Background: an optimization exercise with open tools, aiming at small area, a short achievable clock period and few clock cycles. Do not read the settings as production practice. Function was checked by simulation only, so behaviour that the tests miss may differ from the original.

<file path="flow/design.v">
module dc_luma_p (
    input  wire [7:0]          r,
    input  wire [7:0]          g,
    output wire [22:0]         p            
);
    wire [8:0]  dr9 = {1'b0, r} - {1'b0, g};
    wire [22:0] u   = {15'd0, dr9[7:0]};
    assign p = (u << 14) - (u << 11) - (u << 9) + (u << 7) - (u << 4) - (u << 2) + u
             - (dr9[7] ? 23'd3566848 : 23'd0);        
endmodule
module dc_luma_t (
    input  wire [22:0] p,
    input  wire [7:0]  b,
    input  wire [7:0]  g,
    output wire [6:0]  th,
    output wire [2:0]  tc
);
    wire [8:0]  db9 = {1'b0, b} - {1'b0, g};
    wire [22:0] u   = {15'd0, db9[7:0]};
    wire [22:0] a1  = u << 12;
    wire [22:0] a2  = u << 9;
    wire [22:0] a3  = u << 7;
    wire [22:0] a4  = ~(u << 2);
    wire [22:0] a5  = db9[7] ? 23'd7177216 : 23'd0;
    wire [18:0] lo  = {3'd0, p[15:0]} + {3'd0, a1[15:0]} + {3'd0, a2[15:0]} + {3'd0, a3[15:0]}
                    + {3'd0, a4[15:0]} + {3'd0, a5[15:0]} + 19'd1;
    assign th = p[22:16] + a1[22:16] + a2[22:16] + a3[22:16] + a4[22:16] + a5[22:16];
    assign tc = lo[18:16];
endmodule
module dc_luma_b (
    input  wire [7:0] g,
    input  wire [6:0] th,
    input  wire [2:0] tc,
    output reg  [4:0] k
);
    wire [7:0] l = g + {th[6], th} + {5'd0, tc};
    always @(*) begin
        case (l)
            8'd0: k = 5'd0;
            8'd1: k = 5'd0;
            8'd2: k = 5'd0;
            8'd3: k = 5'd0;
            8'd4: k = 5'd0;
            8'd5: k = 5'd0;
            8'd6: k = 5'd1;
            8'd7: k = 5'd1;
            8'd8: k = 5'd1;
            8'd9: k = 5'd1;
            8'd10: k = 5'd1;
            8'd11: k = 5'd1;
            8'd12: k = 5'd1;
            8'd13: k = 5'd1;
            8'd14: k = 5'd1;
            8'd15: k = 5'd1;
            8'd16: k = 5'd2;
            8'd17: k = 5'd2;
            8'd18: k = 5'd2;
            8'd19: k = 5'd2;
            8'd20: k = 5'd2;
            8'd21: k = 5'd2;
            8'd22: k = 5'd2;
            8'd23: k = 5'd2;
            8'd24: k = 5'd2;
            8'd25: k = 5'd2;
            8'd26: k = 5'd2;
            8'd27: k = 5'd3;
            8'd28: k = 5'd3;
            8'd29: k = 5'd3;
            8'd30: k = 5'd3;
            8'd31: k = 5'd3;
            8'd32: k = 5'd3;
            8'd33: k = 5'd3;
            8'd34: k = 5'd3;
            8'd35: k = 5'd3;
            8'd36: k = 5'd3;
            8'd37: k = 5'd3;
            8'd38: k = 5'd4;
            8'd39: k = 5'd4;
            8'd40: k = 5'd4;
            8'd41: k = 5'd4;
            8'd42: k = 5'd4;
            8'd43: k = 5'd4;
            8'd44: k = 5'd4;
            8'd45: k = 5'd4;
            8'd46: k = 5'd4;
            8'd47: k = 5'd4;
            8'd48: k = 5'd5;
            8'd49: k = 5'd5;
            8'd50: k = 5'd5;
            8'd51: k = 5'd5;
            8'd52: k = 5'd5;
            8'd53: k = 5'd5;
            8'd54: k = 5'd5;
            8'd55: k = 5'd5;
            8'd56: k = 5'd5;
            8'd57: k = 5'd5;
            8'd58: k = 5'd5;
            8'd59: k = 5'd6;
            8'd60: k = 5'd6;
            8'd61: k = 5'd6;
            8'd62: k = 5'd6;
            8'd63: k = 5'd6;
            8'd64: k = 5'd6;
            8'd65: k = 5'd6;
            8'd66: k = 5'd6;
            8'd67: k = 5'd6;
            8'd68: k = 5'd6;
            8'd69: k = 5'd6;
            8'd70: k = 5'd7;
            8'd71: k = 5'd7;
            8'd72: k = 5'd7;
            8'd73: k = 5'd7;
            8'd74: k = 5'd7;
            8'd75: k = 5'd7;
            8'd76: k = 5'd7;
            8'd77: k = 5'd7;
            8'd78: k = 5'd7;
            8'd79: k = 5'd7;
            8'd80: k = 5'd8;
            8'd81: k = 5'd8;
            8'd82: k = 5'd8;
            8'd83: k = 5'd8;
            8'd84: k = 5'd8;
            8'd85: k = 5'd8;
            8'd86: k = 5'd8;
            8'd87: k = 5'd8;
            8'd88: k = 5'd8;
            8'd89: k = 5'd8;
            8'd90: k = 5'd8;
            8'd91: k = 5'd9;
            8'd92: k = 5'd9;
            8'd93: k = 5'd9;
            8'd94: k = 5'd9;
            8'd95: k = 5'd9;
            8'd96: k = 5'd9;
            8'd97: k = 5'd9;
            8'd98: k = 5'd9;
            8'd99: k = 5'd9;
            8'd100: k = 5'd9;
            8'd101: k = 5'd10;
            8'd102: k = 5'd10;
            8'd103: k = 5'd10;
            8'd104: k = 5'd10;
            8'd105: k = 5'd10;
            8'd106: k = 5'd10;
            8'd107: k = 5'd10;
            8'd108: k = 5'd10;
            8'd109: k = 5'd10;
            8'd110: k = 5'd10;
            8'd111: k = 5'd10;
            8'd112: k = 5'd11;
            8'd113: k = 5'd11;
            8'd114: k = 5'd11;
            8'd115: k = 5'd11;
            8'd116: k = 5'd11;
            8'd117: k = 5'd11;
            8'd118: k = 5'd11;
            8'd119: k = 5'd11;
            8'd120: k = 5'd11;
            8'd121: k = 5'd11;
            8'd122: k = 5'd11;
            8'd123: k = 5'd12;
            8'd124: k = 5'd12;
            8'd125: k = 5'd12;
            8'd126: k = 5'd12;
            8'd127: k = 5'd12;
            8'd128: k = 5'd12;
            8'd129: k = 5'd12;
            8'd130: k = 5'd12;
            8'd131: k = 5'd12;
            8'd132: k = 5'd12;
            8'd133: k = 5'd13;
            8'd134: k = 5'd13;
            8'd135: k = 5'd13;
            8'd136: k = 5'd13;
            8'd137: k = 5'd13;
            8'd138: k = 5'd13;
            8'd139: k = 5'd13;
            8'd140: k = 5'd13;
            8'd141: k = 5'd13;
            8'd142: k = 5'd13;
            8'd143: k = 5'd13;
            8'd144: k = 5'd14;
            8'd145: k = 5'd14;
            8'd146: k = 5'd14;
            8'd147: k = 5'd14;
            8'd148: k = 5'd14;
            8'd149: k = 5'd14;
            8'd150: k = 5'd14;
            8'd151: k = 5'd14;
            8'd152: k = 5'd14;
            8'd153: k = 5'd14;
            8'd154: k = 5'd14;
            8'd155: k = 5'd15;
            8'd156: k = 5'd15;
            8'd157: k = 5'd15;
            8'd158: k = 5'd15;
            8'd159: k = 5'd15;
            8'd160: k = 5'd15;
            8'd161: k = 5'd15;
            8'd162: k = 5'd15;
            8'd163: k = 5'd15;
            8'd164: k = 5'd15;
            8'd165: k = 5'd16;
            8'd166: k = 5'd16;
            8'd167: k = 5'd16;
            8'd168: k = 5'd16;
            8'd169: k = 5'd16;
            8'd170: k = 5'd16;
            8'd171: k = 5'd16;
            8'd172: k = 5'd16;
            8'd173: k = 5'd16;
            8'd174: k = 5'd16;
            8'd175: k = 5'd16;
            8'd176: k = 5'd17;
            8'd177: k = 5'd17;
            8'd178: k = 5'd17;
            8'd179: k = 5'd17;
            8'd180: k = 5'd17;
            8'd181: k = 5'd17;
            8'd182: k = 5'd17;
            8'd183: k = 5'd17;
            8'd184: k = 5'd17;
            8'd185: k = 5'd17;
            8'd186: k = 5'd18;
            8'd187: k = 5'd18;
            8'd188: k = 5'd18;
            8'd189: k = 5'd18;
            8'd190: k = 5'd18;
            8'd191: k = 5'd18;
            8'd192: k = 5'd18;
            8'd193: k = 5'd18;
            8'd194: k = 5'd18;
            8'd195: k = 5'd18;
            8'd196: k = 5'd18;
            8'd197: k = 5'd19;
            8'd198: k = 5'd19;
            8'd199: k = 5'd19;
            8'd200: k = 5'd19;
            8'd201: k = 5'd19;
            8'd202: k = 5'd19;
            8'd203: k = 5'd19;
            8'd204: k = 5'd19;
            8'd205: k = 5'd19;
            8'd206: k = 5'd19;
            8'd207: k = 5'd19;
            8'd208: k = 5'd20;
            8'd209: k = 5'd20;
            8'd210: k = 5'd20;
            8'd211: k = 5'd20;
            8'd212: k = 5'd20;
            8'd213: k = 5'd20;
            8'd214: k = 5'd20;
            8'd215: k = 5'd20;
            8'd216: k = 5'd20;
            8'd217: k = 5'd20;
            8'd218: k = 5'd21;
            8'd219: k = 5'd21;
            8'd220: k = 5'd21;
            8'd221: k = 5'd21;
            8'd222: k = 5'd21;
            8'd223: k = 5'd21;
            8'd224: k = 5'd21;
            8'd225: k = 5'd21;
            8'd226: k = 5'd21;
            8'd227: k = 5'd21;
            8'd228: k = 5'd21;
            8'd229: k = 5'd22;
            8'd230: k = 5'd22;
            8'd231: k = 5'd22;
            8'd232: k = 5'd22;
            8'd233: k = 5'd22;
            8'd234: k = 5'd22;
            8'd235: k = 5'd22;
            8'd236: k = 5'd22;
            8'd237: k = 5'd22;
            8'd238: k = 5'd22;
            8'd239: k = 5'd22;
            8'd240: k = 5'd23;
            8'd241: k = 5'd23;
            8'd242: k = 5'd23;
            8'd243: k = 5'd23;
            8'd244: k = 5'd23;
            8'd245: k = 5'd23;
            8'd246: k = 5'd23;
            8'd247: k = 5'd23;
            8'd248: k = 5'd23;
            8'd249: k = 5'd23;
            8'd250: k = 5'd23;
            8'd251: k = 5'd23;
            8'd252: k = 5'd23;
            8'd253: k = 5'd23;
            8'd254: k = 5'd23;
            8'd255: k = 5'd23;
            default: k = 5'd23;
        endcase
    end
endmodule
module dc_cube (
    input  wire [7:0]  x,
    output reg  [2:0]  l,
    output wire [4:0]  m                    
);
    reg [7:0] base;
    always @(*) begin
        if (x <= 8'd25)       begin l = 3'd0; base = 8'd0;   end
        else if (x <= 8'd76)  begin l = 3'd1; base = 8'd51;  end
        else if (x <= 8'd127) begin l = 3'd2; base = 8'd102; end
        else if (x <= 8'd178) begin l = 3'd3; base = 8'd153; end
        else if (x <= 8'd229) begin l = 3'd4; base = 8'd204; end
        else                  begin l = 3'd5; base = 8'd255; end
    end
    wire [7:0] up = x - base;
    wire [7:0] dn = base - x;
    assign m = (x >= base) ? up[4:0] : dn[4:0];
endmodule
module dc_gray (
    input  wire [7:0]  x,
    input  wire [4:0]  k,
    output wire [5:0]  m6,
    output wire        far
);
    reg [7:0] gv;
    always @(*) begin
        case (k)
            5'd0: gv = 8'd0;
            5'd1: gv = 8'd11;
            5'd2: gv = 8'd21;
            5'd3: gv = 8'd32;
            5'd4: gv = 8'd43;
            5'd5: gv = 8'd53;
            5'd6: gv = 8'd64;
            5'd7: gv = 8'd74;
            5'd8: gv = 8'd85;
            5'd9: gv = 8'd96;
            5'd10: gv = 8'd106;
            5'd11: gv = 8'd117;
            5'd12: gv = 8'd128;
            5'd13: gv = 8'd138;
            5'd14: gv = 8'd149;
            5'd15: gv = 8'd159;
            5'd16: gv = 8'd170;
            5'd17: gv = 8'd181;
            5'd18: gv = 8'd191;
            5'd19: gv = 8'd202;
            5'd20: gv = 8'd213;
            5'd21: gv = 8'd223;
            5'd22: gv = 8'd234;
            5'd23: gv = 8'd244;
            default: gv = 8'd244;
        endcase
    end
    wire [7:0] up = x - gv;
    wire [7:0] dn = gv - x;
    wire [7:0] m  = (x >= gv) ? up : dn;
    assign far = (m > 8'd43);
    assign m6  = m[5:0];
endmodule
module dc_div3 (
    input  wire [2:0] x,
    input  wire [7:0] n,
    output wire [2:0] q,
    output wire [2:0] r
);
    reg [5:0] qr;
    always @(*) begin
        case ({x, n[2:0]})
            6'd0: qr = 6'd0;
            6'd1: qr = 6'd0;
            6'd2: qr = 6'd0;
            6'd3: qr = 6'd0;
            6'd4: qr = 6'd0;
            6'd5: qr = 6'd0;
            6'd6: qr = 6'd0;
            6'd7: qr = 6'd0;
            6'd8: qr = 6'd0;
            6'd9: qr = 6'd8;
            6'd10: qr = 6'd1;
            6'd11: qr = 6'd1;
            6'd12: qr = 6'd1;
            6'd13: qr = 6'd1;
            6'd14: qr = 6'd1;
            6'd15: qr = 6'd1;
            6'd16: qr = 6'd0;
            6'd17: qr = 6'd16;
            6'd18: qr = 6'd8;
            6'd19: qr = 6'd2;
            6'd20: qr = 6'd2;
            6'd21: qr = 6'd2;
            6'd22: qr = 6'd2;
            6'd23: qr = 6'd2;
            6'd24: qr = 6'd0;
            6'd25: qr = 6'd24;
            6'd26: qr = 6'd9;
            6'd27: qr = 6'd8;
            6'd28: qr = 6'd3;
            6'd29: qr = 6'd3;
            6'd30: qr = 6'd3;
            6'd31: qr = 6'd3;
            6'd32: qr = 6'd0;
            6'd33: qr = 6'd32;
            6'd34: qr = 6'd16;
            6'd35: qr = 6'd9;
            6'd36: qr = 6'd8;
            6'd37: qr = 6'd4;
            6'd38: qr = 6'd4;
            6'd39: qr = 6'd4;
            6'd40: qr = 6'd0;
            6'd41: qr = 6'd40;
            6'd42: qr = 6'd17;
            6'd43: qr = 6'd10;
            6'd44: qr = 6'd9;
            6'd45: qr = 6'd8;
            6'd46: qr = 6'd5;
            6'd47: qr = 6'd5;
            6'd48: qr = 6'd0;
            6'd49: qr = 6'd48;
            6'd50: qr = 6'd24;
            6'd51: qr = 6'd16;
            6'd52: qr = 6'd10;
            6'd53: qr = 6'd9;
            6'd54: qr = 6'd8;
            6'd55: qr = 6'd6;
            6'd56: qr = 6'd0;
            6'd57: qr = 6'd56;
            6'd58: qr = 6'd25;
            6'd59: qr = 6'd17;
            6'd60: qr = 6'd11;
            6'd61: qr = 6'd10;
            6'd62: qr = 6'd9;
            6'd63: qr = 6'd8;
            default: qr = 6'd0;
        endcase
    end
    wire big = |n[7:3];
    assign q = big ? 3'd0 : qr[5:3];
    assign r = big ? x    : qr[2:0];
endmodule
module dither_core (
    input  wire        clk,
    input  wire        rst,           
    input  wire        start,         
    input  wire [1:0]  op,            
    input  wire [15:0] width,
    input  wire [15:0] height,
    input  wire [15:0] stride,
    input  wire [15:0] src_base,
    input  wire [15:0] dbuf_base,
    input  wire [7:0]  qstep,
    input  wire        dout,
    output reg         busy,
    output reg         done,          
    output reg  [2:0]  err_code,      
    output reg         mem_req,
    output reg         mem_we,
    output reg  [15:0] mem_addr,
    output reg  [7:0]  mem_wdata,
    input  wire [7:0]  mem_rdata
);
    localparam S_IDLE = 3'd0;
    localparam S_LOOP = 3'd1;
    localparam S_XTRA = 3'd2;
    localparam S_EVAL = 3'd3;
    localparam S_LG   = 3'd4;
    localparam S_MAP  = 3'd5;
    localparam S_DTH  = 3'd6;
    localparam S_CMP  = 3'd7;
    reg [2:0]  state;
    reg [1:0]  ph;            
    reg [1:0]  opr;
    reg [15:0] wr;            
    reg [15:0] st;            
    reg [7:0]  nq;            
    reg        dq;            
    reg [15:0] hc;            
    reg [15:0] cc;            
    reg [15:0] pa, pb;        
    reg        pa16, pb16, ov1, ov2;
    reg        first, drain;
    reg [1:0]  cl;            
    reg        pw, pw2;       
    reg        nf;            
    reg        near;          
    reg [7:0]  curv;          
    reg [7:0]  ob;            
    reg [7:0]  b1, b2;        
    reg [7:0]  rq;            
    reg [7:0]  qq;            
    reg [7:0]  e;             
    reg signed [6:0] t7s;     
    reg [4:0]  gkr;           
    reg [7:0]  xb;            
    wire is_map  = (opr == 2'd1);
    wire is_dth  = (opr == 2'd2);
    wire fast    = |wr[15:2];
    wire lastrow = (hc == 16'd1);
    wire row_full = (cc == wr);
    wire more_pix = !(row_full && lastrow);
    wire idle    = (state == S_IDLE);
    wire accept  = idle && start;
    reg         p_bsel;       
    reg  [16:0] pa_op;
    reg  [16:0] pb_op;
    wire [16:0] pa_base = p_bsel ? {1'b0, mem_addr} : {pa16, pa};
    wire [16:0] pb_base = p_bsel ? {1'b0, mem_addr} : {pb16, pb};
    wire [17:0] pa_sum  = {1'b0, pa_base} + {1'b0, pa_op};
    wire [17:0] pb_sum  = {1'b0, pb_base} + {1'b0, pb_op};
    wire [22:0] luma_p;
    wire [6:0] luma_th;
    wire [2:0] luma_tc;
    wire [4:0] luma_k;
    wire [7:0] gray_idx = 8'd232 + {3'd0, gkr};
    dc_luma_p u_luma_p (.r(ob), .g(curv), .p(luma_p));
    dc_luma_t u_luma_t (.p({qq[6:0], b1, b2}), .b(curv), .g(ob), .th(luma_th), .tc(luma_tc));
    dc_luma_b u_luma_b (.g(ob), .th(qq[6:0]), .tc(b2[2:0]), .k(luma_k));
    wire [2:0]  cube_l;
    wire [4:0]  cube_m;
    wire [5:0]  gray_m;
    wire        gray_far;
    dc_cube u_cube (.x(xb), .l(cube_l), .m(cube_m));
    dc_gray u_gray (.x(xb), .k(gkr), .m6(gray_m), .far(gray_far));
    reg  [13:0] ddr;          
    wire [5:0]  gdr  = t7s[5:0];    
    wire        gfar = t7s[6];      
    wire [2:0]  clr  = nq[7:5];     
    wire [4:0]  cmr  = nq[4:0];     
    wire [11:0] gsq     = gdr * gdr;
    wire [9:0]  csq     = cmr * cmr;
    reg  [7:0]  cw;
    always @(*) begin
        case (ph)
            2'd3:    cw = {3'd0, clr, 2'b00} + {clr, 5'b00000};       
            2'd0:    cw = {4'd0, clr, 1'b0} + {3'd0, clr, 2'b00};     
            default: cw = {5'd0, clr};                                
        endcase
    end
    wire [13:0] dd_n    = ((ph == 2'd3) ? 14'd0 : ddr) + {2'b00, gsq} - {4'b0000, csq};
    wire [7:0]  ci_n    = ((ph == 2'd3) ? 8'd16 : e) + cw;
    wire        near_n  = ((ph == 2'd3) | near) & ~gfar;
    wire        gray_win = near && ddr[13];
    wire       es   = e[7];
    wire [6:0] em   = e[6:0];
    wire [9:0] em35 = (ph[0] ? {1'b0, em, 2'b00} : {2'b00, em, 1'b0}) + {3'b000, em};
    function [7:0] satadd;
        input [7:0] x;
        input       neg;
        input [5:0] t;
        reg   [9:0] s;
        begin
            s = {2'b00, x} + ({4'b0000, t} ^ {10{neg}}) + {9'd0, neg};
            if (s[9])      satadd = 8'd0;
            else if (s[8]) satadd = 8'd255;
            else           satadd = s[7:0];
        end
    endfunction
    wire a1  = cl[1] & ~pw;
    wire rb0 = fast & nf & (cl == 2'd1);
    wire rb1 = fast & nf & (cl == 2'd2);
    wire m7  = a1;
    wire m1  = a1;
    wire m5  = (cl[1] & ~pw2) | rb0;
    wire m3  = ((cl == 2'd3) & ~pw2) | rb0;
    wire wb  = ((cl == 2'd3) & ~lastrow) | rb0 | rb1;
    wire [6:0] t7u  = m7 ? t7s : 7'd0;
    wire [9:0] olds = {2'b00, curv} + {{3{t7u[6]}}, t7u};
    wire [7:0] old  = olds[9] ? 8'd0 : (olds[8] ? 8'd255 : olds[7:0]);
    reg  [7:0] sa_x;
    reg  [5:0] sa_t;
    always @(*) begin
        case (ph)
            2'd0:    begin sa_x = b2; sa_t = m3 ? {1'b0, em35[8:4]} : 6'd0; end
            2'd1:    begin sa_x = b1; sa_t = m5 ? em35[9:4] : 6'd0;         end
            default: begin sa_x = ob; sa_t = m1 ? {3'b000, em[6:4]} : 6'd0; end
        endcase
    end
    wire [7:0] nbw  = satadd(sa_x, es, sa_t);
    wire [2:0] d0_q, d0_r;
    dc_div3 u_div3 (.x(old[7:5]), .n(nq), .q(d0_q), .r(d0_r));
    wire [8:0] d1_t = {5'd0, d0_r, old[4]};
    wire [9:0] d1_s = {1'b0, d1_t} - {2'b00, nq};
    wire       d1_q = ~d1_s[9];
    wire [7:0] d1_r = d1_s[9] ? d1_t[7:0] : d1_s[7:0];
    reg  [1:0] dv_bits;
    reg  [7:0] dv_r;
    reg  [1:0] dv_q;
    reg  [8:0] dv_t;
    reg  [9:0] dv_s;
    integer    j;
    always @(*) begin
        dv_bits = (ph == 2'd1) ? curv[3:2] : curv[1:0];
        dv_r = rq;
        for (j = 1; j >= 0; j = j - 1) begin
            dv_t = {dv_r, dv_bits[j]};
            dv_s = {1'b0, dv_t} - {2'b00, nq};
            dv_q[j] = ~dv_s[9];
            dv_r = dv_s[9] ? dv_t[7:0] : dv_s[7:0];
        end
    end
    wire [9:0]  rd_s   = {1'b0, rq, 1'b0} - {2'b00, nq};
    wire        up     = ~rd_s[9];
    wire [7:0]  nmr    = nq - rq;                        
    wire [6:0]  err_m  = up ? nmr[6:0] : rq[6:0];
    wire [7:0]  q_n    = qq + {7'd0, up};
    wire [8:0]  qn     = {1'b0, curv} + ({2'b00, err_m} ^ {9{~up}}) + {8'd0, ~up};
    wire [7:0]  out_n  = dq ? ((up & qn[8]) ? 8'd255 : qn[7:0]) : q_n;
    wire [9:0]  t7m    = {err_m, 3'b000} - {3'b000, err_m};
    wire [6:0]  t7n    = up ? (7'd0 - {1'b0, t7m[9:4]}) : {1'b0, t7m[9:4]};
    wire [15:0] src_s  = {b1, b2};
    wire [15:0] dbuf_s = mem_addr;
    wire e1_big = ov1 | (pa16 & |pa);
    wire e2_big = ov2 | (pb16 & |pb);
    wire src_lt = first;
    wire dbf_lt = drain;
    reg [2:0] chk;
    always @(*) begin
        if (opr == 2'd3)                                       chk = 3'd1;
        else if (is_dth && nq == 8'd0)                         chk = 3'd3;
        else if (wr == 16'd0 || hc == 16'd0 ||
                 (!is_dth && src_lt && dbf_lt))                chk = 3'd7;
        else if (e1_big || (!is_dth && e2_big))                chk = 3'd6;
        else                                                   chk = 3'd0;
    end
    reg        pa_en, pb_en, ma_en, ma_pb;
    reg        req_n, we_n, req_en;
    reg        cc_en;  reg [1:0] cc_sel;      
    reg        hc_dec;
    reg        st_en;  reg [1:0] st_sel;      
    reg        wd_en;  reg [1:0] wd_sel;      
    reg        fin;                           
    reg        err_en;
    reg  [2:0] state_n; reg [1:0] ph_n;
    reg        ov_en;
    always @(*) begin
        p_bsel  = 1'b0;
        pa_op   = 17'h1ffff;                     
        pb_op   = 17'h1ffff;                     
        pa_en = 1'b0; pb_en = 1'b0; ma_en = 1'b0; ma_pb = 1'b0;
        req_n = 1'b0; we_n = 1'b0; req_en = 1'b0;
        cc_en = 1'b0; cc_sel = 2'd0; hc_dec = 1'b0;
        st_en = 1'b0; st_sel = 2'd0;
        wd_en = 1'b0; wd_sel = 2'd0;
        fin = 1'b0; err_en = 1'b0; ov_en = 1'b0;
        state_n = state; ph_n = ph;
        case (state)
            S_IDLE: begin
                req_en = 1'b1;
                if (start) state_n = S_LOOP;
            end
            S_LOOP: begin
                pa_op = {1'b0, wr};
                pb_op = first ? (is_map ? {wr, 1'b0} : {1'b0, wr}) : {1'b0, st};
                if (hc != 16'd0) begin
                    pa_en = 1'b1; pb_en = ~is_dth; ov_en = 1'b1;
                    cc_en = 1'b1;
                end
                if (cc == hc) begin
                    st_en = 1'b1; st_sel = {1'b0, is_map};
                end
                if (cc == hc || hc == 16'd0)
                    state_n = is_map ? S_XTRA : S_CMP;
            end
            S_XTRA: begin
                pb_op = {1'b0, wr};
                pb_en = 1'b1; ov_en = 1'b1;
                st_en = 1'b1; st_sel = 2'd0;
                state_n = S_CMP;
            end
            S_CMP: begin
                pa_op = ~{1'b0, src_s};
                pb_op = ~{1'b0, dbuf_s};
                st_en = is_map; st_sel = 2'd3;
                state_n = S_EVAL;
            end
            S_EVAL: begin
                req_en = 1'b1;
                if (chk != 3'd0) begin
                    fin = 1'b1; err_en = 1'b1;
                    state_n = S_IDLE;
                end else begin
                    err_en = 1'b1;
                    st_en = 1'b1; st_sel = 2'd2;
                    req_n = 1'b1; we_n = 1'b0;
                    pb_en = 1'b1; ma_en = 1'b1; ma_pb = 1'b1;
                    cc_en = 1'b1;
                    if (is_dth) begin
                        p_bsel  = 1'b1;
                        pa_op   = 17'h1fffe;             
                        pb_op   = {1'b0, wr};            
                        pa_en   = 1'b1;
                        cc_sel  = 2'd2;
                        ph_n    = 2'd1;
                        state_n = S_DTH;
                    end else begin
                        if (is_map) pb_op = 17'h1fffd;   
                        cc_sel  = 2'd1;
                        ph_n    = 2'd0;
                        state_n = (opr == 2'd0) ? S_LG : S_MAP;
                    end
                end
            end
            S_LG: begin
                req_en = 1'b1;
                pb_op  = row_full ? {1'b1, st} : 17'h1ffff;
                if (ph == 2'd0) begin
                    ph_n = 2'd1;
                    if (!first) begin
                        req_n = 1'b1; we_n = 1'b1;
                        pa_en = 1'b1; ma_en = 1'b1;
                    end
                end else if (drain) begin
                    fin = 1'b1;
                    state_n = S_IDLE;
                end else begin
                    wd_en = 1'b1; wd_sel = 2'd0;
                    if (more_pix) begin
                        ph_n  = 2'd0;
                        req_n = 1'b1;
                        pb_en = 1'b1; ma_en = 1'b1; ma_pb = 1'b1;
                        cc_en = 1'b1; cc_sel = row_full ? 2'd1 : 2'd0;
                        hc_dec = row_full;
                    end else begin
                        req_n = 1'b1; we_n = 1'b1;
                        pa_en = 1'b1; ma_en = 1'b1;
                    end
                end
            end
            S_MAP: begin
                req_en = 1'b1;
                pb_op  = (ph == 2'd3) ? (row_full ? {1'b1, st} : 17'h1fffb) : 17'd1;
                case (ph)
                    2'd0: begin
                        ph_n  = 2'd1;
                        if (!drain) begin
                            req_n = 1'b1;
                            pb_en = 1'b1; ma_en = 1'b1; ma_pb = 1'b1;
                        end
                    end
                    2'd1: begin
                        wd_en = 1'b1; wd_sel = 2'd1;
                        ph_n  = 2'd2;
                        if (!drain) begin
                            req_n = 1'b1;
                            pb_en = 1'b1; ma_en = 1'b1; ma_pb = 1'b1;
                        end
                    end
                    2'd2: begin
                        wd_en = ~gray_win; wd_sel = 2'd0;
                        ph_n = 2'd3;
                        if (cl == 2'd2 || (drain && pw)) begin
                            req_n = 1'b1; we_n = 1'b1;
                            pa_en = 1'b1; ma_en = 1'b1;
                        end
                    end
                    default: begin
                        ph_n = 2'd0;
                        if (drain && pw) begin
                            fin = 1'b1;
                            state_n = S_IDLE;
                        end else if (!drain && more_pix) begin
                            req_n = 1'b1;
                            pb_en = 1'b1; ma_en = 1'b1; ma_pb = 1'b1;
                            cc_en = 1'b1; cc_sel = row_full ? 2'd1 : 2'd0;
                            hc_dec = row_full;
                        end
                    end
                endcase
            end
            S_DTH: begin
                req_en = 1'b1;
                case (ph)
                    2'd0: begin
                        pb_op = (cl == 2'd0) ? 17'd1 : 17'd4;
                        wd_en = 1'b1; wd_sel = 2'd2;
                        if (lastrow && pw && !pw2) begin
                            fin = 1'b1;
                            state_n = S_IDLE;
                        end else begin
                            ph_n  = 2'd1;
                            req_n = 1'b1;
                            pb_en = 1'b1; ma_en = 1'b1; ma_pb = 1'b1;
                        end
                    end
                    2'd1: begin
                        pa_op = 17'd2;
                        ph_n  = 2'd2;
                        req_n = 1'b1;
                        pa_en = 1'b1; ma_en = 1'b1;
                    end
                    2'd2: begin
                        pb_op = 17'h1fffd;               
                        ph_n  = 2'd3;
                        req_n = wb; we_n = 1'b1;
                        pb_en = 1'b1; ma_en = 1'b1; ma_pb = 1'b1;
                    end
                    default: begin
                        pa_op = (pw2 & ~lastrow) ? 17'h1fffc : 17'h1ffff;
                        wd_en = 1'b1; wd_sel = 2'd3;
                        ph_n  = 2'd0;
                        req_n = (cl != 2'd0) & ~pw; we_n = 1'b1;
                        pa_en = 1'b1; ma_en = 1'b1;
                        cc_en = 1'b1;
                        if (fast && row_full && !pw && !lastrow) begin
                            cc_sel = 2'd1; hc_dec = 1'b1;
                        end else if (pw2 && !lastrow) begin
                            cc_sel = 2'd2; hc_dec = 1'b1;
                        end
                    end
                endcase
            end
            default: state_n = S_IDLE;
        endcase
    end
    always @(posedge clk) begin
        if (rst) begin
            state   <= S_IDLE;
            busy    <= 1'b0;
            done    <= 1'b0;
            mem_req <= 1'b0;
        end else begin
            state <= state_n;
            done  <= fin;
            if (accept)      busy <= 1'b1;
            else if (fin)    busy <= 1'b0;
            if (req_en)      mem_req <= req_n;
        end
    end
    always @(posedge clk) begin
        ph <= ph_n;
        if (req_en) mem_we <= we_n;
        if (err_en) err_code <= chk;
        if (idle) begin
            opr <= op;
            wr  <= width;
            nq  <= qstep;
            dq  <= dout;
        end
        if (idle)       pa <= dbuf_base;
        else if (pa_en)   pa <= pa_sum[15:0];
        if (idle)       pb <= src_base;
        else if (pb_en)   pb <= pb_sum[15:0];
        if (idle)       mem_addr <= dbuf_base;
        else if (ma_en)   mem_addr <= ma_pb ? pb_sum[15:0] : pa_sum[15:0];
        if (idle) begin
            pa16 <= 1'b0; pb16 <= 1'b0; ov1 <= 1'b0; ov2 <= 1'b0;
        end else if (ov_en) begin
            if (pa_en) begin pa16 <= pa_sum[16]; ov1 <= ov1 | pa_sum[17]; end
            if (pb_en) begin pb16 <= pb_sum[16]; ov2 <= ov2 | pb_sum[17]; end
        end
        if (idle)       st <= stride;
        else if (st_en) begin
            if (st_sel == 2'd2) st <= ~st;
            else                st <= st - (st_sel[1] ? 16'hfffc : st_sel[0] ? {wr[14:0], 1'b0} : wr);
        end
        if (idle)       hc <= height;
        else if (hc_dec)  hc <= hc - 16'd1;
        if (idle)       cc <= 16'd1;
        else if (cc_en) begin
            case (cc_sel)
                2'd0:    cc <= cc + 16'd1;
                2'd1:    cc <= 16'd1;
                default: cc <= 16'd0;
            endcase
        end
        if (wd_en) begin
            case (wd_sel)
                2'd0:    mem_wdata <= (state == S_MAP) ? e : mem_rdata;
                2'd1:    mem_wdata <= gray_idx;
                2'd2:    mem_wdata <= nbw;
                default: mem_wdata <= out_n;
            endcase
        end
        if (idle)                              first <= 1'b1;
        else if (state == S_LOOP)                first <= 1'b0;
        else if (state == S_CMP)                 first <= ov1 | pa_sum[17];
        else if (state == S_EVAL)                first <= 1'b1;
        else if (state == S_LG && ph == 2'd1)    first <= 1'b0;
        if (state == S_CMP) begin
            drain <= ov2 | pb_sum[17];
        end else if (state == S_EVAL) begin
            drain <= 1'b0; cl <= 2'd0; pw <= 1'b0; pw2 <= 1'b0; nf <= 1'b0;
        end else if (state == S_LG) begin
            if (ph == 2'd1 && !more_pix) drain <= 1'b1;
        end else if (state == S_MAP) begin
            if (ph == 2'd3) begin
                if (cl != 2'd2) cl <= cl + 2'd1;
                if (drain)      pw <= 1'b1;
                if (!more_pix)  drain <= 1'b1;
            end
        end else if (state == S_DTH && ph == 2'd3) begin
            if (fast && row_full && !pw && !lastrow) begin
                cl <= 2'd1; nf <= 1'b1;
            end else if (pw2 && !lastrow) begin
                cl <= 2'd0; pw <= 1'b0; pw2 <= 1'b0; nf <= 1'b1;
            end else begin
                if (cl != 2'd3) cl <= cl + 2'd1;
                if (row_full)   pw <= 1'b1;
                if (pw)         pw2 <= 1'b1;
            end
        end
        if (state == S_DTH) begin
            case (ph)
                2'd0: curv <= old;
                2'd1: b2   <= nbw;
                2'd2: begin
                    b1 <= nbw;
                    ob <= mem_rdata;
                end
                2'd3: begin
                    curv <= mem_rdata;
                    e    <= {up, err_m};
                    t7s  <= t7n;
                end
                default: ;
            endcase
            case (ph)
                2'd0: begin
                    rq <= d1_r;
                    qq <= {qq[3:0], d0_q, d1_q};
                end
                2'd1, 2'd2: begin
                    rq <= dv_r;
                    qq <= {qq[5:0], dv_q};
                end
                default: ;
            endcase
        end else if (state == S_MAP) begin
            t7s  <= {gray_far, gray_m};
            nq   <= {cube_l, cube_m};
            if (ph != 2'd2) begin
                ddr <= dd_n;
                e   <= ci_n;
                near <= near_n;
            end
            case (ph)
                2'd0: begin
                    qq[6:0] <= luma_th;
                    b2[2:0] <= luma_tc;
                end
                2'd1: gkr     <= luma_k;
                2'd3: {qq[6:0], b1, b2} <= luma_p;
                default: ;
            endcase
            if (ph != 2'd0) begin
                curv <= mem_rdata;
                ob   <= curv;
                rq   <= ob;
                xb   <= rq;
            end
        end else if (idle) begin
            {b1, b2} <= src_base;
        end
    end
endmodule
</file>
<file path="flow/flow/run.sh">
#!/bin/bash
# The standard layout, with every input and output port buffered by a
# sky130_fd_sc_hd__buf_2 instead of the delay buffer buffer_ports picks by
# default.  Each tool's output stays in orfs/logs; make's own output goes to
# standard.log.
set -euo pipefail
export BUFFER_PORTS_ARGS="-buffer_cell sky130_fd_sc_hd__buf_2"
bash standard.sh > standard.log 2>&1
</file>
<file path="flow/standard.sh">
#!/bin/bash
# synth_recipe.tcl (not shown) runs the flow's synth.tcl, then flattens the netlist and writes it again
# the make line also repeats each setting of config.mk as NAME=value (left out here)
make -C /OpenROAD-flow-scripts/flow DESIGN_CONFIG=/design/flow/config.mk WORK_HOME=/design/flow/orfs CLKGATE_MAP_FILE= SYNTH_SCRIPT=/design/flow/synth_recipe.tcl "${@:-finish}"
</file>
<file path="flow/config.mk">
export PLATFORM = sky130hd
export DESIGN_NAME = dither_core
export DESIGN_NICKNAME = dither_core
export VERILOG_FILES = /design/flow/design.v
export SDC_FILE = /design/flow/constraint.sdc
export NUM_CORES = 4
export LEC_CHECK = 0
export CAP_MARGIN = 20
export CORE_MARGIN = 2
export CORE_UTILIZATION = 65
export CTS_CLUSTER_DIAMETER = 90
export CTS_CLUSTER_SIZE = 27
export SLEW_MARGIN = 20
</file>
<file path="flow/constraint.sdc">
create_clock -name core_clock -period 30.0 [get_ports {clk}]
set_input_delay 6.0000 -clock core_clock [delete_from_list [all_inputs] [get_ports {clk}]]
set_output_delay 6.0000 -clock core_clock [all_outputs]
set_load 0.01 [all_outputs]
</file>
==> qor.txt, run 1 <==
Yosys top cell area share - 22.2%
post-CTS setup buffers - 0
die footprint - 0.0455 mm2
Post-synth EDFFs - 210
die height - 213 um
RR Startpoint - curv[1]
WS Path Type - flip-flop to output pin
status - finished clean
Synth cell types - 97
TritonCTS clock tree - yes
HPWL after detailed placement - 73.4 mm
fmax - 137 MHz
nets@finish - 4018
routed vias - 26661
Syn Nets - 3979
Register-to-Register Path Depth - 24
Final Hold Viols - 0
Area Overhead vs Synth - 6.38%
port buffer count - 132
CP Launch Type - flip-flop
Routed WL - 94.9 mm
DR WL met3 - 11.2 mm
FF+latch count, synth - 245
Setup-failing EPs final - 0
critical path's top delay family - flip-flops
Clk Latency, worst-skew pair - 0.56 ns
R2R Path End - qq[1]
Buf/Inv on CP - 1
Worst Clk Skew - 0.0270 ns
sequential share of the synthesized area - 24.6%
Fill cells - 3492
unrepaired setup endpoints after global routing - false
worst rel slew slack - 23.3%
min Tclk post-route - 7.32 ns
initial antenna violation count - 4
worst hold margin - 0.506 ns
grt ovf - 0
first-pass GRT wire length - 143 mm
Resize count post-CTS - 0
GR Util All Layers - 41.3%
Avg Inst Size Synth - 8.33 um2
# rows - 76
metal2 WL - 42.1 mm
Inst Count DP - 4020
CP Capture Type - output pin
synth warn - 5
Final period util - 24.4%
number of H-tree levels - 1
Max Cap Viol - 0
Clock Pin Slew Worst Setup and Hold Paths - 0.11 ns
Least-Margin Pin Slew - 1.15 ns
pin count of the biggest net entering global routing - 82
I/O pins - 133
WL met1 - 36.7 mm
setup_tns - 0 ns
CTS root buffer - clkbuf_16
Worst path max stage delay - 0.54 ns
Die X - 213 um
crit path max-delay cell type - edfxtp_1
DRT Pass-1 Iters - 8
Bufs on Longest Clock Path - 3
Core Region - 0.0432 mm2
CTS buffer count - 18
vias per inst - 6.58
reg2reg setup slack - 22.95 ns
Final ANT Viol Nets - 0
HP Class - flip-flop to flip-flop
wire length per cell - 23.4 um
share of layout cells above drive strength 1 - 7.82%
startpoint of the worst hold path - pb16
top post-synthesis cells by count - nand2_1, ha_1, inv_1
diode count - 0
critical path arrival - 1.32 ns
crit-path cells - buf_2
residual DRC count - 0
Mapped Cells - 3416
Initial Util - 65.9%
gpl congestion - 1.05
mapped cell area - 0.0285 mm2
Yosys top cell by area - edfxtp_1
final core utilization - 70.1%
WHS Endpoint - pb16
Starting DRT DRC Count - 3687
worst-path fanout max - 3
hold path cells - 2
cts hold-fix bufs - 0
Final Non-Filler Cells - 4052
top cells by area, synth - edfxtp_1, ha_1, fa_1, nand2_1, o21ai_0
count leader, synth - nand2_1
asr flop ratio synth - 0%
Critical Path RT - 24.00 ns
Max Slew Vio Count - 0
ys flop type - edfxtp_1
top sig layer - met5
clock sink count - 245
number of global-route vias before repair - 25648
[cells by family (layout without fill, tap and decap cells)]
kind of cell / count (synthesis) / in the layout / share of synthesized area [%]
AND/OR/NAND/NOR: 1082 / 1082 / 17.4
buffers and inverters: 463 / 514 / 6.18
multiplexers: 63 / 63 / 2.33
XOR/XNOR: 231 / 231 / 7.16
flip-flops: 245 / 245 / 24.6
adder cells (fa/ha/maj): 462 / 462 / 23.0
AO/OA/AOI/OAI: 870 / 870 / 19.3
[how the worst max path moves through the flow]
stage / start / end / cells after the start
after floorplan: start / state[0] / 5
after global placement: start / state[0] / 6
after detailed placement: start / state[0] / 6
after CTS: mem_addr[7] / mem_addr[7] / 1
after global routing: curv[1] / qq[1] / 24
final: mem_addr[7] / mem_addr[7] / 1
[stage by stage]
stage | setup slack, ns | area [um2]
3_5_place_dp | 22.87 | 29600
5_1_grt | 22.63 | 30300
4_1_cts | 22.71 | 30300
2_1_floorplan | 23.16 | 28500
6_report | 22.68 | 30300
3_3_place_gp | 22.90 | 29600
[flip-flops by register name (all words and copies together), names as in the netlist, 14 cells and up]
name	flops
ddr	14
st	16
wr	16
hc	16
cc	16
pb	16
pa	16
mem_addr	16
[final cells by class]
class                           instances  area [um2]  share of cell area, %
Clock buffer                           19         475                   1.57
Clock inverter                         13         221                  0.731
Inverter                              316        1190                   3.93
Multi-Input combinational cell       2708       19700                   65.2
Sequential cell                       245        7010                   23.1
Tap cell                              585         732                   2.42
Timing Repair Buffer                  166         916                   3.02
[placed cells by master, fill, tap and decap left out, types with 35 or more instances in the layout]
cell	Yosys	final
a211oi_1	36	36
a21o_1	53	53
a21oi_1	228	228
buf_2	3	132
dfxtp_1	35	35
edfxtp_1	210	210
fa_1	103	103
ha_1	358	357
inv_1	310	310
mux2i_1	47	47
nand2_1	471	471
nand3_1	67	66
nor2_1	238	237
nor2b_1	67	67
nor3_1	59	57
o21ai_0	260	258
xnor2_1	127	127
xor2_1	102	102
[layer usage]
| metal | vias to the layer above | global-route usage, % |
|---|---|---|
| li1 | 12080 | - |
| met4 | 8 | 17.9 |
| met3 | 320 | 9.00 |
| met5 | - | 0 |
| met2 | 1673 | 65.1 |
| met1 | 12580 | 54.7 |
Testbench counts, summed over its fixed seeds: cycles 97,441.
==> run 2: changes to the inputs <==
--- a/flow/design.v
+++ b/flow/design.v
@@ -358,81 +358,273 @@
 endmodule
-module dc_div3 (
-    input  wire [2:0] x,
+module dc_div4 (
+    input  wire [3:0] x,
     input  wire [7:0] n,
-    output wire [2:0] q,
-    output wire [2:0] r
+    output wire [3:0] q,
+    output wire [3:0] r
 );
-    reg [5:0] qr;
+    reg [7:0] qr;
     always @(*) begin
-        case ({x, n[2:0]})
-            6'd0: qr = 6'd0;
-            6'd1: qr = 6'd0;
-            6'd2: qr = 6'd0;
-            6'd3: qr = 6'd0;
-            6'd4: qr = 6'd0;
-            6'd5: qr = 6'd0;
-            6'd6: qr = 6'd0;
-            6'd7: qr = 6'd0;
-            6'd8: qr = 6'd0;
-            6'd9: qr = 6'd8;
-            6'd10: qr = 6'd1;
-            6'd11: qr = 6'd1;
-            6'd12: qr = 6'd1;
-            6'd13: qr = 6'd1;
-            6'd14: qr = 6'd1;
-            6'd15: qr = 6'd1;
-            6'd16: qr = 6'd0;
-            6'd17: qr = 6'd16;
-            6'd18: qr = 6'd8;
-            6'd19: qr = 6'd2;
-            6'd20: qr = 6'd2;
-            6'd21: qr = 6'd2;
-            6'd22: qr = 6'd2;
-            6'd23: qr = 6'd2;
-            6'd24: qr = 6'd0;
-            6'd25: qr = 6'd24;
-            6'd26: qr = 6'd9;
-            6'd27: qr = 6'd8;
-            6'd28: qr = 6'd3;
-            6'd29: qr = 6'd3;
-            6'd30: qr = 6'd3;
-            6'd31: qr = 6'd3;
-            6'd32: qr = 6'd0;
-            6'd33: qr = 6'd32;
-            6'd34: qr = 6'd16;
-            6'd35: qr = 6'd9;
-            6'd36: qr = 6'd8;
-            6'd37: qr = 6'd4;
-            6'd38: qr = 6'd4;
-            6'd39: qr = 6'd4;
-            6'd40: qr = 6'd0;
-            6'd41: qr = 6'd40;
-            6'd42: qr = 6'd17;
-            6'd43: qr = 6'd10;
-            6'd44: qr = 6'd9;
-            6'd45: qr = 6'd8;
-            6'd46: qr = 6'd5;
-            6'd47: qr = 6'd5;
-            6'd48: qr = 6'd0;
-            6'd49: qr = 6'd48;
-            6'd50: qr = 6'd24;
-            6'd51: qr = 6'd16;
-            6'd52: qr = 6'd10;
-            6'd53: qr = 6'd9;
-            6'd54: qr = 6'd8;
-            6'd55: qr = 6'd6;
-            6'd56: qr = 6'd0;
-            6'd57: qr = 6'd56;
-            6'd58: qr = 6'd25;
-            6'd59: qr = 6'd17;
-            6'd60: qr = 6'd11;
-            6'd61: qr = 6'd10;
-            6'd62: qr = 6'd9;
-            6'd63: qr = 6'd8;
-            default: qr = 6'd0;
+        case ({x, n[3:0]})
+            8'd0: qr = 8'd0;
+            8'd1: qr = 8'd0;
+            8'd2: qr = 8'd0;
+            8'd3: qr = 8'd0;
+            8'd4: qr = 8'd0;
+            8'd5: qr = 8'd0;
+            8'd6: qr = 8'd0;
+            8'd7: qr = 8'd0;
+            8'd8: qr = 8'd0;
+            8'd9: qr = 8'd0;
+            8'd10: qr = 8'd0;
+            8'd11: qr = 8'd0;
+            8'd12: qr = 8'd0;
+            8'd13: qr = 8'd0;
+            8'd14: qr = 8'd0;
+            8'd15: qr = 8'd0;
+            8'd16: qr = 8'd0;
+            8'd17: qr = 8'd16;
+            8'd18: qr = 8'd1;
+            8'd19: qr = 8'd1;
+            8'd20: qr = 8'd1;
+            8'd21: qr = 8'd1;
+            8'd22: qr = 8'd1;
+            8'd23: qr = 8'd1;
+            8'd24: qr = 8'd1;
+            8'd25: qr = 8'd1;
+            8'd26: qr = 8'd1;
+            8'd27: qr = 8'd1;
+            8'd28: qr = 8'd1;
+            8'd29: qr = 8'd1;
+            8'd30: qr = 8'd1;
+            8'd31: qr = 8'd1;
+            8'd32: qr = 8'd0;
+            8'd33: qr = 8'd32;
+            8'd34: qr = 8'd16;
+            8'd35: qr = 8'd2;
+            8'd36: qr = 8'd2;
+            8'd37: qr = 8'd2;
+            8'd38: qr = 8'd2;
+            8'd39: qr = 8'd2;
+            8'd40: qr = 8'd2;
+            8'd41: qr = 8'd2;
+            8'd42: qr = 8'd2;
+            8'd43: qr = 8'd2;
+            8'd44: qr = 8'd2;
+            8'd45: qr = 8'd2;
+            8'd46: qr = 8'd2;
+            8'd47: qr = 8'd2;
+            8'd48: qr = 8'd0;
+            8'd49: qr = 8'd48;
+            8'd50: qr = 8'd17;
+            8'd51: qr = 8'd16;
+            8'd52: qr = 8'd3;
+            8'd53: qr = 8'd3;
+            8'd54: qr = 8'd3;
+            8'd55: qr = 8'd3;
+            8'd56: qr = 8'd3;
+            8'd57: qr = 8'd3;
+            8'd58: qr = 8'd3;
+            8'd59: qr = 8'd3;
+            8'd60: qr = 8'd3;
+            8'd61: qr = 8'd3;
+            8'd62: qr = 8'd3;
+            8'd63: qr = 8'd3;
+            8'd64: qr = 8'd0;
+            8'd65: qr = 8'd64;
+            8'd66: qr = 8'd32;
+            8'd67: qr = 8'd17;
+            8'd68: qr = 8'd16;
+            8'd69: qr = 8'd4;
+            8'd70: qr = 8'd4;
+            8'd71: qr = 8'd4;
+            8'd72: qr = 8'd4;
+            8'd73: qr = 8'd4;
+            8'd74: qr = 8'd4;
+            8'd75: qr = 8'd4;
+            8'd76: qr = 8'd4;
+            8'd77: qr = 8'd4;
+            8'd78: qr = 8'd4;
+            8'd79: qr = 8'd4;
+            8'd80: qr = 8'd0;
+            8'd81: qr = 8'd80;
+            8'd82: qr = 8'd33;
+            8'd83: qr = 8'd18;
+            8'd84: qr = 8'd17;
+            8'd85: qr = 8'd16;
+            8'd86: qr = 8'd5;
+            8'd87: qr = 8'd5;
+            8'd88: qr = 8'd5;
+            8'd89: qr = 8'd5;
+            8'd90: qr = 8'd5;
+            8'd91: qr = 8'd5;
+            8'd92: qr = 8'd5;
+            8'd93: qr = 8'd5;
+            8'd94: qr = 8'd5;
+            8'd95: qr = 8'd5;
+            8'd96: qr = 8'd0;
+            8'd97: qr = 8'd96;
+            8'd98: qr = 8'd48;
+            8'd99: qr = 8'd32;
+            8'd100: qr = 8'd18;
+            8'd101: qr = 8'd17;
+            8'd102: qr = 8'd16;
+            8'd103: qr = 8'd6;
+            8'd104: qr = 8'd6;
+            8'd105: qr = 8'd6;
+            8'd106: qr = 8'd6;
+            8'd107: qr = 8'd6;
+            8'd108: qr = 8'd6;
+            8'd109: qr = 8'd6;
+            8'd110: qr = 8'd6;
+            8'd111: qr = 8'd6;
+            8'd112: qr = 8'd0;
+            8'd113: qr = 8'd112;
+            8'd114: qr = 8'd49;
+            8'd115: qr = 8'd33;
+            8'd116: qr = 8'd19;
+            8'd117: qr = 8'd18;
+            8'd118: qr = 8'd17;
+            8'd119: qr = 8'd16;
+            8'd120: qr = 8'd7;
+            8'd121: qr = 8'd7;
+            8'd122: qr = 8'd7;
+            8'd123: qr = 8'd7;
+            8'd124: qr = 8'd7;
+            8'd125: qr = 8'd7;
+            8'd126: qr = 8'd7;
+            8'd127: qr = 8'd7;
+            8'd128: qr = 8'd0;
+            8'd129: qr = 8'd128;
+            8'd130: qr = 8'd64;
+            8'd131: qr = 8'd34;
+            8'd132: qr = 8'd32;
+            8'd133: qr = 8'd19;
+            8'd134: qr = 8'd18;
+            8'd135: qr = 8'd17;
+            8'd136: qr = 8'd16;
+            8'd137: qr = 8'd8;
+            8'd138: qr = 8'd8;
+            8'd139: qr = 8'd8;
+            8'd140: qr = 8'd8;
+            8'd141: qr = 8'd8;
+            8'd142: qr = 8'd8;
+            8'd143: qr = 8'd8;
+            8'd144: qr = 8'd0;
+            8'd145: qr = 8'd144;
+            8'd146: qr = 8'd65;
+            8'd147: qr = 8'd48;
+            8'd148: qr = 8'd33;
+            8'd149: qr = 8'd20;
+            8'd150: qr = 8'd19;
+            8'd151: qr = 8'd18;
+            8'd152: qr = 8'd17;
+            8'd153: qr = 8'd16;
+            8'd154: qr = 8'd9;
+            8'd155: qr = 8'd9;
+            8'd156: qr = 8'd9;
+            8'd157: qr = 8'd9;
+            8'd158: qr = 8'd9;
+            8'd159: qr = 8'd9;
+            8'd160: qr = 8'd0;
+            8'd161: qr = 8'd160;
+            8'd162: qr = 8'd80;
+            8'd163: qr = 8'd49;
+            8'd164: qr = 8'd34;
+            8'd165: qr = 8'd32;
+            8'd166: qr = 8'd20;
+            8'd167: qr = 8'd19;
+            8'd168: qr = 8'd18;
+            8'd169: qr = 8'd17;
+            8'd170: qr = 8'd16;
+            8'd171: qr = 8'd10;
+            8'd172: qr = 8'd10;
+            8'd173: qr = 8'd10;
+            8'd174: qr = 8'd10;
+            8'd175: qr = 8'd10;
+            8'd176: qr = 8'd0;
+            8'd177: qr = 8'd176;
+            8'd178: qr = 8'd81;
+            8'd179: qr = 8'd50;
+            8'd180: qr = 8'd35;
+            8'd181: qr = 8'd33;
+            8'd182: qr = 8'd21;
+            8'd183: qr = 8'd20;
+            8'd184: qr = 8'd19;
+            8'd185: qr = 8'd18;
+            8'd186: qr = 8'd17;
+            8'd187: qr = 8'd16;
+            8'd188: qr = 8'd11;
+            8'd189: qr = 8'd11;
+            8'd190: qr = 8'd11;
+            8'd191: qr = 8'd11;
+            8'd192: qr = 8'd0;
+            8'd193: qr = 8'd192;
+            8'd194: qr = 8'd96;
+            8'd195: qr = 8'd64;
+            8'd196: qr = 8'd48;
+            8'd197: qr = 8'd34;
+            8'd198: qr = 8'd32;
+            8'd199: qr = 8'd21;
+            8'd200: qr = 8'd20;
+            8'd201: qr = 8'd19;
+            8'd202: qr = 8'd18;
+            8'd203: qr = 8'd17;
+            8'd204: qr = 8'd16;
+            8'd205: qr = 8'd12;
+            8'd206: qr = 8'd12;
+            8'd207: qr = 8'd12;
+            8'd208: qr = 8'd0;
+            8'd209: qr = 8'd208;
+            8'd210: qr = 8'd97;
+            8'd211: qr = 8'd65;
+            8'd212: qr = 8'd49;
+            8'd213: qr = 8'd35;
+            8'd214: qr = 8'd33;
+            8'd215: qr = 8'd22;
+            8'd216: qr = 8'd21;
+            8'd217: qr = 8'd20;
+            8'd218: qr = 8'd19;
+            8'd219: qr = 8'd18;
+            8'd220: qr = 8'd17;
+            8'd221: qr = 8'd16;
+            8'd222: qr = 8'd13;
+            8'd223: qr = 8'd13;
+            8'd224: qr = 8'd0;
+            8'd225: qr = 8'd224;
+            8'd226: qr = 8'd112;
+            8'd227: qr = 8'd66;
+            8'd228: qr = 8'd50;
+            8'd229: qr = 8'd36;
+            8'd230: qr = 8'd34;
+            8'd231: qr = 8'd32;
+            8'd232: qr = 8'd22;
+            8'd233: qr = 8'd21;
+            8'd234: qr = 8'd20;
+            8'd235: qr = 8'd19;
+            8'd236: qr = 8'd18;
+            8'd237: qr = 8'd17;
+            8'd238: qr = 8'd16;
+            8'd239: qr = 8'd14;
+            8'd240: qr = 8'd0;
+            8'd241: qr = 8'd240;
+            8'd242: qr = 8'd113;
+            8'd243: qr = 8'd80;
+            8'd244: qr = 8'd51;
+            8'd245: qr = 8'd48;
+            8'd246: qr = 8'd35;
+            8'd247: qr = 8'd33;
+            8'd248: qr = 8'd23;
+            8'd249: qr = 8'd22;
+            8'd250: qr = 8'd21;
+            8'd251: qr = 8'd20;
+            8'd252: qr = 8'd19;
+            8'd253: qr = 8'd18;
+            8'd254: qr = 8'd17;
+            8'd255: qr = 8'd16;
+            default: qr = 8'd0;
         endcase
     end
-    wire big = |n[7:3];
-    assign q = big ? 3'd0 : qr[5:3];
-    assign r = big ? x    : qr[2:0];
+    wire big = |n[7:4];
+    assign q = big ? 4'd0 : qr[7:4];
+    assign r = big ? x    : qr[3:0];
 endmodule
@@ -521,7 +713,8 @@
     dc_gray u_gray (.x(xb), .k(gkr), .m6(gray_m), .far(gray_far));
-    reg  [13:0] ddr;          
-    wire [5:0]  gdr  = t7s[5:0];    
-    wire        gfar = t7s[6];      
-    wire [2:0]  clr  = nq[7:5];     
-    wire [4:0]  cmr  = nq[4:0];     
+    reg  [10:0] dcr;          
+    reg  [12:0] dgr;          
+    reg  [5:0]  gdr;          
+    reg         gfar;         
+    reg  [2:0]  clr;          
+    reg  [4:0]  cmr;          
     wire [11:0] gsq     = gdr * gdr;
@@ -536,9 +729,11 @@
     end
-    wire [13:0] dd_n    = ((ph == 2'd3) ? 14'd0 : ddr) + {2'b00, gsq} - {4'b0000, csq};
+    wire [10:0] dc_n    = ((ph == 2'd3) ? 11'd0 : dcr) + {1'b0, csq};
     wire [7:0]  ci_n    = ((ph == 2'd3) ? 8'd16 : e) + cw;
+    wire [12:0] dg_n    = ((ph == 2'd3) ? 13'd0 : dgr) + {1'b0, gsq};
     wire        near_n  = ((ph == 2'd3) | near) & ~gfar;
-    wire        gray_win = near && ddr[13];
+    wire        gray_win = near && (dgr < {2'b00, dcr});
     wire       es   = e[7];
     wire [6:0] em   = e[6:0];
-    wire [9:0] em35 = (ph[0] ? {1'b0, em, 2'b00} : {2'b00, em, 1'b0}) + {3'b000, em};
+    wire [9:0] em5  = {1'b0, em, 2'b00} + {3'b000, em};
+    wire [8:0] em3  = {1'b0, em, 1'b0} + {2'b00, em};
     function [7:0] satadd;
@@ -566,18 +761,7 @@
     wire [7:0] old  = olds[9] ? 8'd0 : (olds[8] ? 8'd255 : olds[7:0]);
-    reg  [7:0] sa_x;
-    reg  [5:0] sa_t;
-    always @(*) begin
-        case (ph)
-            2'd0:    begin sa_x = b2; sa_t = m3 ? {1'b0, em35[8:4]} : 6'd0; end
-            2'd1:    begin sa_x = b1; sa_t = m5 ? em35[9:4] : 6'd0;         end
-            default: begin sa_x = ob; sa_t = m1 ? {3'b000, em[6:4]} : 6'd0; end
-        endcase
-    end
-    wire [7:0] nbw  = satadd(sa_x, es, sa_t);
-    wire [2:0] d0_q, d0_r;
-    dc_div3 u_div3 (.x(old[7:5]), .n(nq), .q(d0_q), .r(d0_r));
-    wire [8:0] d1_t = {5'd0, d0_r, old[4]};
-    wire [9:0] d1_s = {1'b0, d1_t} - {2'b00, nq};
-    wire       d1_q = ~d1_s[9];
-    wire [7:0] d1_r = d1_s[9] ? d1_t[7:0] : d1_s[7:0];
+    wire [7:0] nb2w = satadd(b2,   es, m3 ? {1'b0, em3[8:4]} : 6'd0);
+    wire [7:0] nb2  = satadd(b1,   es, m5 ? em5[9:4] : 6'd0);
+    wire [7:0] nb1  = satadd(ob,   es, m1 ? {3'b000, em[6:4]} : 6'd0);
+    wire [3:0] d0_q, d0_r;
+    dc_div4 u_div4 (.x(old[7:4]), .n(nq), .q(d0_q), .r(d0_r));
     reg  [1:0] dv_bits;
@@ -867,3 +1051,3 @@
                 2'd1:    mem_wdata <= gray_idx;
-                2'd2:    mem_wdata <= nbw;
+                2'd2:    mem_wdata <= nb2w;
                 default: mem_wdata <= out_n;
@@ -901,8 +1085,8 @@
             case (ph)
-                2'd0: curv <= old;
-                2'd1: b2   <= nbw;
-                2'd2: begin
-                    b1 <= nbw;
-                    ob <= mem_rdata;
+                2'd0: begin
+                    curv <= old;
+                    b2   <= nb2;
+                    b1   <= nb1;
                 end
+                2'd2: ob <= mem_rdata;
                 2'd3: begin
@@ -916,4 +1100,4 @@
                 2'd0: begin
-                    rq <= d1_r;
-                    qq <= {qq[3:0], d0_q, d1_q};
+                    rq <= {4'd0, d0_r};
+                    qq <= {qq[3:0], d0_q};
                 end
@@ -926,7 +1110,10 @@
         end else if (state == S_MAP) begin
-            t7s  <= {gray_far, gray_m};
-            nq   <= {cube_l, cube_m};
+            gdr  <= gray_m;
+            gfar <= gray_far;
+            clr  <= cube_l;
+            cmr  <= cube_m;
             if (ph != 2'd2) begin
-                ddr <= dd_n;
+                dcr <= dc_n;
                 e   <= ci_n;
+                dgr  <= dg_n;
                 near <= near_n;
--- a/flow/config.mk
+++ b/flow/config.mk
@@ -9,5 +9,3 @@
 export CORE_MARGIN = 2
-export CORE_UTILIZATION = 65
-export CTS_CLUSTER_DIAMETER = 90
-export CTS_CLUSTER_SIZE = 27
+export CORE_UTILIZATION = 40
 export SLEW_MARGIN = 20
==> qor.txt, run 2 <==
Buf/Inv on CP - 1 (unchanged)
Core Region - 0.0773 mm2 (+79%)
synth warn - 5 (unchanged)
DR WL met3 - 7.60 mm (-32%)
pin count of the biggest net entering global routing - 64 (-22%)
leading cell types in the layout, fill and taps excluded - ha_1, inv_1, a21oi_1
worst hold margin - 0.476 ns (-0.0297 ns)
mapped cell area - 0.0312 mm2 (+9.8%)
Max Slew Vio Count - 0 (unchanged)
dpl cell area - 0.0329 mm2 (+11%)
unrepaired setup endpoints after global routing - false
initial antenna violation count - 9 (+5)
routed vias - 27508 (+3.2%)
DRT Pass-1 Iters - 5 (-3)
Worst path max stage delay - 0.55 ns (about the same)
nets@finish - 4276 (+6.4%)
status - finished clean
ys flop type - edfxtp_1
CTS root buffer - clkbuf_16
count leader, synth - ha_1
HP Class - flip-flop to flip-flop
gpl congestion - 0.938 (-11%)
Clock Pin Slew Worst Setup and Hold Paths - 0.06 ns (-0.05 ns)
CP Launch Type - flip-flop
metal2 WL - 44.7 mm (+6.0%)
Avg Inst Size Synth - 8.61 um2 (+3.3%)
setup_tns - 0 ns (unchanged)
Final ANT Viol Nets - 0 (unchanged)
HPWL after detailed placement - 76.0 mm (+3.5%)
Finished Cell Area - 0.0342 mm2 (+13%)
Critical Path RT - 24.00 ns (about the same)
Resize count post-CTS - 0 (unchanged)
final core utilization - 44.2% (-26 points)
largest family of logic cells by synthesized area - adder cells
crit-path cells - buf_2
I/O pins - 133 (unchanged)
WL met1 - 44.6 mm (+22%)
WS Path Type - flip-flop to output pin
Synth cell types - 112 (+15%)
Post-Synth Adder-Cell Area - 21.5% (-1.5 points)
Post-synth EDFFs - 243 (+16%)
Final Hold Viols - 0 (unchanged)
cts hold-fix bufs - 0 (unchanged)
# rows - 102 (+34%)
clock sink count - 270 (+10%)
Compound-Gate Fraction of Synth Area - 20.6% (+1.3 points)
crit path max-delay cell type - edfxtp_1
post-CTS setup buffers - 0 (unchanged)
Area Overhead vs Synth - 9.47%
share of layout cells above drive strength 1 - 9.41% (+1.6 points)
residual DRC count - 0 (unchanged)
Worst Clk Skew - 0.0394 ns (+0.0123 ns)
critical path's top delay family - flip-flops
Yosys top cell area share - 23.4% (+1.2 points)
grt ovf - 0 (unchanged)
asr flop ratio synth - 0% (unchanged)
Bufs on Longest Clock Path - 3 (unchanged)
number of H-tree levels - 2 (+1)
Synth Area in Simple Gates - 16.1% (-1.3 points)
FF+latch count, synth - 270 (+10%)
die footprint - 0.0804 mm2 (+77%)
worst-path fanout max - 4 (+1)
Syn Nets - 4214 (+5.9%)
Final period util - 24.5% (+0.088 points)
sequential share of the synthesized area - 25.1% (+0.46 points)
worst rel slew slack - 25.1% (+1.8 points)
top sig layer - met5
min Tclk post-route - 7.34 ns (+0.0265 ns)
Initial Util - 40.4% (-26 points)
TritonCTS clock tree - yes
fmax - 136 MHz (-0.36%)
Max Cap Viol - 0 (unchanged)
Die X - 284 um (+33%)
wire length per cell - 20.8 um (-11%)
Routed WL - 99.2 mm (+4.5%)
Yosys top cell by area - edfxtp_1
Starting DRT DRC Count - 2724 (-26%)
reg2reg setup slack - 23.26 ns (+0.31 ns)
die height - 284 um (+33%)
CTS buffer count - 37 (+19)
first-pass GRT wire length - 153 mm (+6.7%)
number of global-route vias before repair - 25925 (+1.1%)
critical path arrival - 1.34 ns (+0.02 ns)
port buffer count - 132 (unchanged)
CP Capture Type - output pin
Clk Latency, worst-skew pair - 0.59 ns (+0.03 ns)
Post-Synth XOR/XNOR Area - 7.37% (+0.21 points)
vias per inst - 5.77 (-12%)
GR Util All Layers - 24.1% (-17 points)
Mapped Cells - 3629 (+6.2%)
top cells by area, synth - edfxtp_1, ha_1, fa_1, a21oi_1, xnor2_1
Least-Margin Pin Slew - 1.12 ns (-0.0310 ns)
most common cell after layout, fill and taps aside - ha_1
Setup-failing EPs final - 0 (unchanged)
top post-synthesis cells by count - ha_1, inv_1, a21oi_1
multiplexer share of the synthesized area - 3.29% (+0.97 points)
run 2: final timing paths:
| kind | startpoint | to | cells past startpoint |
|---|---|---|---|
| setup / recovery | mem_addr[2] | mem_addr[2] | 1 |
| hold / removal | pa16 | pa16 | 2 |
| setup reg to reg | nq[0] | mem_addr[14] | 21 |
| hold reg to reg | pa16 | pa16 | 2 |
run 2: layer usage:
layer | vias up | track usage, %
li1 | 13188 | -
met1 | 13122 | 34.5
met2 | 1054 | 38.0
met3 | 138 | 3.41
met4 | 6 | 5.95
met5 | - | 0
run 2: final cells by class:
type	count	area, um2
diodes	6	15.0
clock buffers	46	1020
clock inverters	21	259
fillers	7695	43100
inverters	321	1210
multi-input cells	2881	21500
flip-flops and latches	270	7840
well taps	1040	1300
repair buffers	180	1020
run 2: stage by stage:
step | std cells | setup slack [ns]
final | 4765 | 22.66
after global routing | 4765 | 22.61
after CTS | 4759 | 22.63
after detailed placement | 4692 | 22.61
after global placement | 4692 | 22.57
after floorplan | 3629 | 23.05
run 2: logic make-up (layout without fill, tap and decap cells):
logic type | after synthesis | after routing
AOI/OAI and AO/OA | 999 | 999
and+or+nand+nor | 1042 | 1042
buffers and inverters | 478 | 568
muxes | 93 | 93
adders and majority gates | 484 | 484
other | 0 | 6
xor gates and xnor gates | 263 | 263
DFF | 270 | 270
Testbench counts of run 2, summed over its fixed seeds: cycles 97,441.

==> afterwards: timing with drivers on the ports <==
How much do the figures lean on ideal ports? The routed layouts below were timed once more, with nothing changed but the port constraints. Step 1 (the two cells are an assumption about what drives the block):
set clk [get_ports {clk}]
set_driving_cell -lib_cell sky130_fd_sc_hd__clkbuf_16 $clk
set_driving_cell -lib_cell sky130_fd_sc_hd__buf_2 [delete_from_list [all_inputs] $clk]
Step 2, shift: input delay + t, output delay - t, t = (earliest + latest rising clock arrival at the registers) / 2. This alone moves slack from input paths to output paths. a / b / c = no drivers / after step 1 / after step 2; a / b = the first two.
| run | shift t [ns] | setup slack, ns | worst slew at a driven data input, ns | pins driven straight from the clock port |
|---|---|---|---|---|
| run 1 | 0.607 | 22.685 / 22.624 / 22.815 | 0.13 | 1 |
| run 2 | 0.627 | 22.658 / 22.595 / 22.534 | 0.10 | 1 |
After both steps setup and hold are still met in every run listed. The setup slack of run 2, which loses most, moves by -0.063 ns with the drivers and by -0.124 ns with both steps.
